What follows belongs to an exercise in optimizing a design on an open flow for small area, a short achievable clock period and few clock cycles; a production flow would make more cautious choices. RTL that was checked went through simulation tests only; none was proved equivalent to the original. Power is estimated from default activity; no workload was simulated.

==> cedar: inputs <==
==> flow/design.v <==
module cmri_framer (
    input  wire       clk,
    input  wire       rst,
    input  wire       cmd_valid,
    input  wire [11:0] cmd,
    output reg        rsp_valid,
    output reg  [1:0] result,
    output reg  [2:0] err,
    output reg  [2:0] drop,
    output wire [2:0] state,
    output wire       rx_addr_valid,
    output wire [7:0] rx_addr,
    output wire       rx_type_valid,
    output wire [7:0] rx_type,
    output wire [8:0] rx_len,
    input  wire [7:0] rx_idx,
    output wire [7:0] rx_data,
    output wire [9:0] txlen,
    input  wire [9:0] tx_idx,
    output wire [7:0] tx_data
);
    localparam integer MAX     = 128;            
    localparam integer TXB_LEN = 2 * MAX + 6;   
    localparam [2:0] S_IDLE   = 3'd0;
    localparam [2:0] S_ATTN   = 3'd1;
    localparam [2:0] S_START  = 3'd2;
    localparam [2:0] S_ADDR   = 3'd3;
    localparam [2:0] S_TYPE   = 3'd4;
    localparam [2:0] S_DATA   = 3'd5;
    localparam [2:0] S_ESCAPE = 3'd6;
    localparam [3:0] OP_NOP         = 4'd0;
    localparam [3:0] OP_PROCESS     = 4'd1;
    localparam [3:0] OP_SET_FILTER  = 4'd2;
    localparam [3:0] OP_DEC_RESET   = 4'd3;
    localparam [3:0] OP_TX_SET_ADDR = 4'd4;
    localparam [3:0] OP_TX_SET_TYPE = 4'd5;
    localparam [3:0] OP_TX_PUSH     = 4'd6;
    localparam [3:0] OP_TX_CLEAR    = 4'd7;
    localparam [3:0] OP_ENCODE      = 4'd8;
    localparam [1:0] R_OK       = 2'd0;    
    localparam [1:0] R_COMPLETE = 2'd1;
    localparam [1:0] R_ERROR    = 2'd2;
    localparam [2:0] E_NONE           = 3'd0;
    localparam [2:0] E_OVERFLOW       = 3'd1;
    localparam [2:0] E_MISSING_ADDR   = 3'd2;
    localparam [2:0] E_MISSING_TYPE   = 3'd3;
    localparam [2:0] E_INVALID_TYPE   = 3'd4;
    localparam [2:0] D_NONE          = 3'd0;
    localparam [2:0] D_BAD_PREAMBLE  = 3'd1;
    localparam [2:0] D_BAD_START     = 3'd2;
    localparam [2:0] D_ADDR_FILTERED = 3'd3;
    localparam [2:0] D_BAD_TYPE      = 3'd4;
    localparam [2:0] D_OVERFLOW      = 3'd5;
    localparam [7:0] PREAMBLE = 8'hFF;
    localparam [7:0] START    = 8'h02;
    localparam [7:0] STOP     = 8'h03;
    localparam [7:0] ESCAPE   = 8'h10;
    function is_type;
        input [7:0] b;
        is_type = (b == 8'h49) || (b == 8'h54) || (b == 8'h52) || (b == 8'h50);
    endfunction
    wire [3:0] op  = cmd[11:8];
    wire [7:0] arg = cmd[7:0];
    reg  [2:0] dec_state;
    reg        rx_av;
    reg  [7:0] rx_a;
    reg        rx_tv;
    reg  [7:0] rx_t;
    reg  [7:0] rx_n;
    reg  [7:0] rxp [0:MAX-1];
    reg        flt_v;
    reg  [7:0] flt;
    reg        tx_av;
    reg  [7:0] tx_a;
    reg        tx_tv;
    reg  [7:0] tx_t;
    reg  [7:0] tx_n;
    reg  [7:0] txp [0:MAX-1];
    reg  [7:0] txb [0:TXB_LEN-1];
    reg  [8:0] txb_n;
    reg        busy;
    reg  [8:0] enc_k;
    reg  [7:0] enc_i;
    reg        enc_esc;
    wire [7:0] enc_p       = txp[enc_i[6:0]];
    wire       enc_special = (enc_p == STOP) || (enc_p == ESCAPE);
    reg  [7:0] enc_byte;
    reg        enc_last;
    always @(*) begin
        enc_last = 1'b0;
        case (enc_k)
            9'd0:    enc_byte = PREAMBLE;
            9'd1:    enc_byte = PREAMBLE;
            9'd2:    enc_byte = START;
            9'd3:    enc_byte = tx_a;
            9'd4:    enc_byte = tx_t;
            default: begin
                if (enc_i < tx_n) begin
                    if (enc_special && !enc_esc) enc_byte = ESCAPE;
                    else                         enc_byte = enc_p;
                end else begin
                    enc_byte = STOP;
                    enc_last = 1'b1;
                end
            end
        endcase
    end
    always @(posedge clk) begin
        if (rst) begin
            dec_state <= S_IDLE;
            rx_av     <= 1'b0;
            rx_tv     <= 1'b0;
            rx_n      <= 8'd0;
            flt_v     <= 1'b0;
            tx_av     <= 1'b0;
            tx_tv     <= 1'b0;
            tx_n      <= 8'd0;
            txb_n     <= 9'd0;
            busy      <= 1'b0;
            rsp_valid <= 1'b0;
            result    <= R_OK;
            err       <= E_NONE;
            drop      <= D_NONE;
        end else if (busy) begin
            txb[enc_k] <= enc_byte;
            enc_k      <= enc_k + 9'd1;
            if (enc_k >= 9'd5 && enc_i < tx_n) begin
                if (enc_special && !enc_esc) begin
                    enc_esc <= 1'b1;
                end else begin
                    enc_esc <= 1'b0;
                    enc_i   <= enc_i + 8'd1;
                end
            end
            if (enc_last) begin
                busy      <= 1'b0;
                txb_n     <= enc_k + 9'd1;
                rsp_valid <= 1'b1;
                result    <= R_OK;
                err       <= E_NONE;
                drop      <= D_NONE;
            end
        end else begin
            rsp_valid <= cmd_valid;
            result    <= R_OK;
            err       <= E_NONE;
            drop      <= D_NONE;
            if (cmd_valid) begin
                case (op)
                    OP_PROCESS: begin
                        case (dec_state)
                            S_IDLE: begin
                                if (arg == PREAMBLE) begin
                                    rx_av     <= 1'b0;
                                    rx_tv     <= 1'b0;
                                    rx_n      <= 8'd0;
                                    dec_state <= S_ATTN;
                                end
                            end
                            S_ATTN: begin
                                if (arg == PREAMBLE) begin
                                    dec_state <= S_START;
                                end else begin
                                    rx_av     <= 1'b0;
                                    rx_tv     <= 1'b0;
                                    rx_n      <= 8'd0;
                                    dec_state <= S_IDLE;
                                    drop      <= D_BAD_PREAMBLE;
                                end
                            end
                            S_START: begin
                                if (arg == START) begin
                                    dec_state <= S_ADDR;
                                end else begin
                                    rx_av     <= 1'b0;
                                    rx_tv     <= 1'b0;
                                    rx_n      <= 8'd0;
                                    dec_state <= S_IDLE;
                                    drop      <= D_BAD_START;
                                end
                            end
                            S_ADDR: begin
                                if (!flt_v || arg == flt) begin
                                    rx_av     <= 1'b1;
                                    rx_a      <= arg;
                                    dec_state <= S_TYPE;
                                end else begin
                                    rx_av     <= 1'b0;
                                    rx_tv     <= 1'b0;
                                    rx_n      <= 8'd0;
                                    dec_state <= S_IDLE;
                                    drop      <= D_ADDR_FILTERED;
                                end
                            end
                            S_TYPE: begin
                                if (is_type(arg)) begin
                                    rx_tv     <= 1'b1;
                                    rx_t      <= arg;
                                    dec_state <= S_DATA;
                                end else begin
                                    rx_av     <= 1'b0;
                                    rx_tv     <= 1'b0;
                                    rx_n      <= 8'd0;
                                    dec_state <= S_IDLE;
                                    drop      <= D_BAD_TYPE;
                                end
                            end
                            S_DATA, S_ESCAPE: begin
                                if (dec_state == S_DATA && arg == ESCAPE) begin
                                    dec_state <= S_ESCAPE;
                                end else if (dec_state == S_DATA && arg == STOP) begin
                                    dec_state <= S_IDLE;
                                    result    <= R_COMPLETE;
                                end else if (rx_n < MAX[7:0]) begin
                                    rxp[rx_n[6:0]] <= arg;
                                    rx_n      <= rx_n + 8'd1;
                                    dec_state <= S_DATA;
                                end else begin
                                    rx_av     <= 1'b0;
                                    rx_tv     <= 1'b0;
                                    rx_n      <= 8'd0;
                                    dec_state <= S_IDLE;
                                    result    <= R_ERROR;
                                    err       <= E_OVERFLOW;
                                    drop      <= D_OVERFLOW;
                                end
                            end
                            default: dec_state <= S_IDLE;
                        endcase
                    end
                    OP_SET_FILTER: begin
                        flt_v <= 1'b1;
                        flt   <= arg;
                    end
                    OP_DEC_RESET: begin
                        rx_av     <= 1'b0;
                        rx_tv     <= 1'b0;
                        rx_n      <= 8'd0;
                        dec_state <= S_IDLE;
                    end
                    OP_TX_SET_ADDR: begin
                        tx_av <= 1'b1;
                        tx_a  <= arg;
                    end
                    OP_TX_SET_TYPE: begin
                        if (is_type(arg)) begin
                            tx_tv <= 1'b1;
                            tx_t  <= arg;
                        end else begin
                            result <= R_ERROR;
                            err    <= E_INVALID_TYPE;
                        end
                    end
                    OP_TX_PUSH: begin
                        if (tx_n < MAX[7:0]) begin
                            txp[tx_n[6:0]] <= arg;
                            tx_n <= tx_n + 8'd1;
                        end else begin
                            result <= R_ERROR;
                            err    <= E_OVERFLOW;
                        end
                    end
                    OP_TX_CLEAR: begin
                        tx_av <= 1'b0;
                        tx_tv <= 1'b0;
                        tx_n  <= 8'd0;
                    end
                    OP_ENCODE: begin
                        if (!tx_av) begin
                            result <= R_ERROR;
                            err    <= E_MISSING_ADDR;
                            txb_n  <= 9'd0;
                        end else if (!tx_tv) begin
                            result <= R_ERROR;
                            err    <= E_MISSING_TYPE;
                            txb_n  <= 9'd0;
                        end else begin
                            rsp_valid <= 1'b0;
                            busy      <= 1'b1;
                            enc_k     <= 9'd0;
                            enc_i     <= 8'd0;
                            enc_esc   <= 1'b0;
                        end
                    end
                    default: ;   
                endcase
            end
        end
    end
    assign state         = dec_state;
    assign rx_addr_valid = rx_av;
    assign rx_addr       = rx_a;
    assign rx_type_valid = rx_tv;
    assign rx_type       = rx_t;
    assign rx_len        = {1'b0, rx_n};
    assign rx_data       = rx_idx[7] ? 8'h00 : rxp[rx_idx[6:0]];
    assign txlen         = {1'b0, txb_n};
    assign tx_data       = (tx_idx < TXB_LEN[9:0]) ? txb[tx_idx[8:0]] : 8'h00;
endmodule
==> flow/run.sh <==
#!/bin/bash
# synth_recipe.tcl (not shown) runs the flow's synth.tcl, then flattens the netlist and writes it again
# the make line also repeats each setting of config.mk as NAME=value (left out here)
make -C /OpenROAD-flow-scripts/flow DESIGN_CONFIG=/design/flow/config.mk WORK_HOME=/design/flow/orfs CLKGATE_MAP_FILE= SYNTH_SCRIPT=/design/flow/synth_recipe.tcl finish
==> flow/config.mk <==
export PLATFORM = sky130hd
export DESIGN_NAME = cmri_framer
export DESIGN_NICKNAME = cmri_framer
export VERILOG_FILES = /design/flow/design.v
export SDC_FILE = /design/flow/constraint.sdc
export NUM_CORES = 4
export LEC_CHECK = 0
export CAP_MARGIN = 20
export CORE_MARGIN = 2
export CORE_UTILIZATION = 30
export PLACE_DENSITY = 0.45
export SLEW_MARGIN = 20
==> flow/constraint.sdc <==
create_clock -name core_clock -period 10.0 [get_ports {clk}]
set_input_delay 2.0000 -clock core_clock [delete_from_list [all_inputs] [get_ports {clk}]]
set_output_delay 2.0000 -clock core_clock [all_outputs]
set_load 0.01 [all_outputs]
==> inputs of garnet, as changes to cedar <==
--- a/flow/design.v
+++ b/flow/design.v
@@ -19,8 +19,8 @@
     input  wire [9:0] tx_idx,
     output wire [7:0] tx_data
 );
-    localparam integer MAX     = 128;            
-    localparam integer TXB_LEN = 2 * MAX + 6;   
+    localparam integer MAX  = 128;          
+    localparam integer ESC  = 2 * MAX;      
     localparam [2:0] S_IDLE   = 3'd0;
     localparam [2:0] S_ATTN   = 3'd1;
     localparam [2:0] S_START  = 3'd2;
@@ -28,7 +28,6 @@
     localparam [2:0] S_TYPE   = 3'd4;
     localparam [2:0] S_DATA   = 3'd5;
     localparam [2:0] S_ESCAPE = 3'd6;
-    localparam [3:0] OP_NOP         = 4'd0;
     localparam [3:0] OP_PROCESS     = 4'd1;
     localparam [3:0] OP_SET_FILTER  = 4'd2;
     localparam [3:0] OP_DEC_RESET   = 4'd3;
@@ -74,36 +73,38 @@
     reg  [7:0] tx_a;
     reg        tx_tv;
     reg  [7:0] tx_t;
-    reg  [7:0] tx_n;
-    reg  [7:0] txp [0:MAX-1];
-    reg  [7:0] txb [0:TXB_LEN-1];
-    reg  [8:0] txb_n;
-    reg        busy;
-    reg  [8:0] enc_k;
-    reg  [7:0] enc_i;
-    reg        enc_esc;
-    wire [7:0] enc_p       = txp[enc_i[6:0]];
-    wire       enc_special = (enc_p == STOP) || (enc_p == ESCAPE);
-    reg  [7:0] enc_byte;
-    reg        enc_last;
-    always @(*) begin
-        enc_last = 1'b0;
-        case (enc_k)
-            9'd0:    enc_byte = PREAMBLE;
-            9'd1:    enc_byte = PREAMBLE;
-            9'd2:    enc_byte = START;
-            9'd3:    enc_byte = tx_a;
-            9'd4:    enc_byte = tx_t;
-            default: begin
-                if (enc_i < tx_n) begin
-                    if (enc_special && !enc_esc) enc_byte = ESCAPE;
-                    else                         enc_byte = enc_p;
-                end else begin
-                    enc_byte = STOP;
-                    enc_last = 1'b1;
-                end
+    reg  [7:0] tx_n;                 
+    reg  [8:0] w_len;                
+    reg  [8*ESC-1:0] wbuf;           
+    reg  [8*ESC-1:0] obuf;           
+    reg  [7:0] o_a;
+    reg  [7:0] o_t;
+    reg  [9:0] o_len;                
+    reg  [8:0] o_stop;               
+    wire do_cmd    = cmd_valid;
+    wire do_push   = do_cmd && op == OP_TX_PUSH && !tx_n[7];
+    wire do_encode = do_cmd && op == OP_ENCODE;
+    wire special   = (arg == STOP) || (arg == ESCAPE);
+    wire [7:0] first_byte = special ? ESCAPE : arg;
+    wire [7:0] even_data  = w_len[0] ? arg : first_byte;
+    wire [7:0] odd_data   = w_len[0] ? first_byte : arg;
+    genvar j;
+    generate
+        for (j = 0; j < ESC; j = j + 1) begin : g_slot
+            wire hit = (w_len[7:0] == j) || (w_len[7:0] == j - 1);
+            always @(posedge clk) begin
+                if (do_push && hit)
+                    wbuf[8*j +: 8] <= (j % 2 == 0) ? even_data : odd_data;
+                if (do_encode)
+                    obuf[8*j +: 8] <= wbuf[8*j +: 8];
             end
-        endcase
+        end
+    endgenerate
+    always @(posedge clk) begin
+        if (do_encode) begin
+            o_a <= tx_a;
+            o_t <= tx_t;
+        end
     end
     always @(posedge clk) begin
         if (rst) begin
@@ -115,31 +116,12 @@
             tx_av     <= 1'b0;
             tx_tv     <= 1'b0;
             tx_n      <= 8'd0;
-            txb_n     <= 9'd0;
-            busy      <= 1'b0;
+            w_len     <= 9'd0;
+            o_len     <= 10'd0;
             rsp_valid <= 1'b0;
             result    <= R_OK;
             err       <= E_NONE;
             drop      <= D_NONE;
-        end else if (busy) begin
-            txb[enc_k] <= enc_byte;
-            enc_k      <= enc_k + 9'd1;
-            if (enc_k >= 9'd5 && enc_i < tx_n) begin
-                if (enc_special && !enc_esc) begin
-                    enc_esc <= 1'b1;
-                end else begin
-                    enc_esc <= 1'b0;
-                    enc_i   <= enc_i + 8'd1;
-                end
-            end
-            if (enc_last) begin
-                busy      <= 1'b0;
-                txb_n     <= enc_k + 9'd1;
-                rsp_valid <= 1'b1;
-                result    <= R_OK;
-                err       <= E_NONE;
-                drop      <= D_NONE;
-            end
         end else begin
             rsp_valid <= cmd_valid;
             result    <= R_OK;
@@ -252,9 +234,9 @@
                         end
                     end
                     OP_TX_PUSH: begin
-                        if (tx_n < MAX[7:0]) begin
-                            txp[tx_n[6:0]] <= arg;
-                            tx_n <= tx_n + 8'd1;
+                        if (!tx_n[7]) begin
+                            tx_n  <= tx_n + 8'd1;
+                            w_len <= w_len + (special ? 9'd2 : 9'd1);
                         end else begin
                             result <= R_ERROR;
                             err    <= E_OVERFLOW;
@@ -264,22 +246,20 @@
                         tx_av <= 1'b0;
                         tx_tv <= 1'b0;
                         tx_n  <= 8'd0;
+                        w_len <= 9'd0;
                     end
                     OP_ENCODE: begin
                         if (!tx_av) begin
                             result <= R_ERROR;
                             err    <= E_MISSING_ADDR;
-                            txb_n  <= 9'd0;
+                            o_len  <= 10'd0;
                         end else if (!tx_tv) begin
                             result <= R_ERROR;
                             err    <= E_MISSING_TYPE;
-                            txb_n  <= 9'd0;
+                            o_len  <= 10'd0;
                         end else begin
-                            rsp_valid <= 1'b0;
-                            busy      <= 1'b1;
-                            enc_k     <= 9'd0;
-                            enc_i     <= 8'd0;
-                            enc_esc   <= 1'b0;
+                            o_len  <= {1'b0, w_len} + 10'd6;
+                            o_stop <= w_len + 9'd5;
                         end
                     end
                     default: ;   
@@ -287,13 +267,63 @@
             end
         end
     end
+    localparam integer NF = 264;     
+    wire [8*NF-1:0] frame = {24'd0, obuf, o_t, o_a, START, PREAMBLE, PREAMBLE};
+    wire [7:0] ta = 8'd1 << tx_idx[2:0];
+    wire [7:0] tb = 8'd1 << tx_idx[5:3];
+    wire [4:0] tc = 5'd1 << tx_idx[8:6];
+    reg  [7:0] t1 [0:NF/8-1];
+    reg  [7:0] t2 [0:4];
+    reg  [7:0] frame_byte;
+    integer g, i;
+    always @(*) begin
+        for (g = 0; g < NF/8; g = g + 1) begin
+            t1[g] = 8'd0;
+            for (i = 0; i < 8; i = i + 1)
+                t1[g] = t1[g] | ({8{ta[i]}} & frame[8*(8*g+i) +: 8]);
+        end
+        for (g = 0; g < 5; g = g + 1) begin
+            t2[g] = 8'd0;
+            for (i = 0; i < 8; i = i + 1)
+                if (8*g+i < NF/8) t2[g] = t2[g] | ({8{tb[i]}} & t1[8*g+i]);
+        end
+        frame_byte = 8'd0;
+        for (g = 0; g < 5; g = g + 1)
+            frame_byte = frame_byte | ({8{tc[g]}} & t2[g]);
+    end
+    wire [8*MAX-1:0] rxf;
+    genvar r;
+    generate
+        for (r = 0; r < MAX; r = r + 1) begin : g_rxf
+            assign rxf[8*r +: 8] = rxp[r];
+        end
+    endgenerate
+    wire [7:0] ra = 8'd1 << rx_idx[2:0];
+    wire [7:0] rb = 8'd1 << rx_idx[5:3];
+    wire [1:0] rc = 2'd1 << rx_idx[6];
+    reg  [7:0] r1 [0:15];
+    reg  [7:0] r2 [0:1];
+    reg  [7:0] rx_byte;
+    always @(*) begin
+        for (g = 0; g < 16; g = g + 1) begin
+            r1[g] = 8'd0;
+            for (i = 0; i < 8; i = i + 1)
+                r1[g] = r1[g] | ({8{ra[i]}} & rxf[8*(8*g+i) +: 8]);
+        end
+        for (g = 0; g < 2; g = g + 1) begin
+            r2[g] = 8'd0;
+            for (i = 0; i < 8; i = i + 1)
+                r2[g] = r2[g] | ({8{rb[i]}} & r1[8*g+i]);
+        end
+        rx_byte = ({8{rc[0]}} & r2[0]) | ({8{rc[1]}} & r2[1]);
+    end
     assign state         = dec_state;
     assign rx_addr_valid = rx_av;
     assign rx_addr       = rx_a;
     assign rx_type_valid = rx_tv;
     assign rx_type       = rx_t;
     assign rx_len        = {1'b0, rx_n};
-    assign rx_data       = rx_idx[7] ? 8'h00 : rxp[rx_idx[6:0]];
-    assign txlen         = {1'b0, txb_n};
-    assign tx_data       = (tx_idx < TXB_LEN[9:0]) ? txb[tx_idx[8:0]] : 8'h00;
+    assign rx_data       = rx_byte;
+    assign txlen         = o_len;
+    assign tx_data       = (tx_idx[8:0] == o_stop) ? STOP : frame_byte;
 endmodule
- ABC_CLOCK_PERIOD_IN_PS: not set -> 3000
- CORE_UTILIZATION: 30 -> 60
- CTS_CLUSTER_DIAMETER: not set -> 60
- CTS_CLUSTER_SIZE: not set -> 24
- PLACE_DENSITY: 0.45 -> 0.7
- SETUP_SLACK_MARGIN: not set -> 4.0
==> qor summary <==
| metric | garnet | cedar |
|---|---|---|
| Hold-critical path endpoint | obuf[1125]$_DFFE_PP_ | flt_v$_SDFFE_PP0P_ |
| Clock group total power | 14.1 mW | 16.7 mW |
| Share of cell area taken by multi-input logic gates | 13.5% | 19.3% |
| Via count of the routed design | 99612 | 81833 |
| First-iteration detailed-routing DRC count | 19572 | 8489 |
| Post-synth EDFFs | 5185 | 4202 |
| Number of clock-tree buffers in the layout | 332 | 552 |
| Worst Hold Launch | wbuf[1125]$_DFFE_PP_ | flt_v$_SDFFE_PP0P_ |
| # nets final | 9819 | 8287 |
| Post CTS Setup Buffer Count | 164 | 0 |
| Portion of the clock cycle consumed by the worst path in the final layout | 74.5% | 88.2% |
| Switching component of the power | 8.95 mW | 8.05 mW |
| Post-synthesis xor/xnor area fraction | 0.185% | 0.174% |
| Number of sequential storage elements | 5237 | 4252 |
| Outcome | timing/DRC/antenna clean | timing/DRC/antenna clean |
| DR vias/cell | 7.06 | 5.14 |
| Utilization of the core after routing | 68.9% | 34.6% |
| Area of the core | 306000 um2 | 552000 um2 |
| Portion of the post-synthesis area used by sequential elements | 84.9% | 76.5% |
| GR met1 Demand/Resource | 47.5% | 23.8% |
| Post-synthesis register bit count | 5237 | 4252 |
| Buffer share of cell area | 4.76% | 1.62% |
| Total internal power | 31.2 mW | 29.5 mW |
| Maximum VDD drop | 0.000155 V | 0.000213 V |
| Portion of total power attributed to sequential cells | 59.8% | 51.9% |
Testbench counts of garnet, summed over its fixed seeds: cycles 72,766.
The RTL of cedar was laid out without a check of its function.

-- afterwards: timing with drivers on the ports --
How much do the figures lean on ideal ports? The routed layouts below were timed once more, with nothing changed but the port constraints. Step 1 assumes that a clkbuf_16 drives the clock port and a buf_2 every other input. Step 2 times the ports against the registers' clock, not the clock port: input delays grow and output delays shrink by t, the midpoint of the rising clock arrivals with the driver on. Three values: ideal, step 1, step 2; two values: the first two.
run	t (ns)	setup slack, ns	hold slack, ns
cedar	1.110	1.179 / 1.125 / 1.125	0.451 / 0.451 / 0.451
garnet	1.034	2.553 / 2.011 / 2.011	0.389 / 0.389 / 0.389
After both steps every run listed still meets setup and hold. For garnet, which loses most, drivers alone change the setup slack by -0.542 ns; drivers and shift together by -0.542 ns.
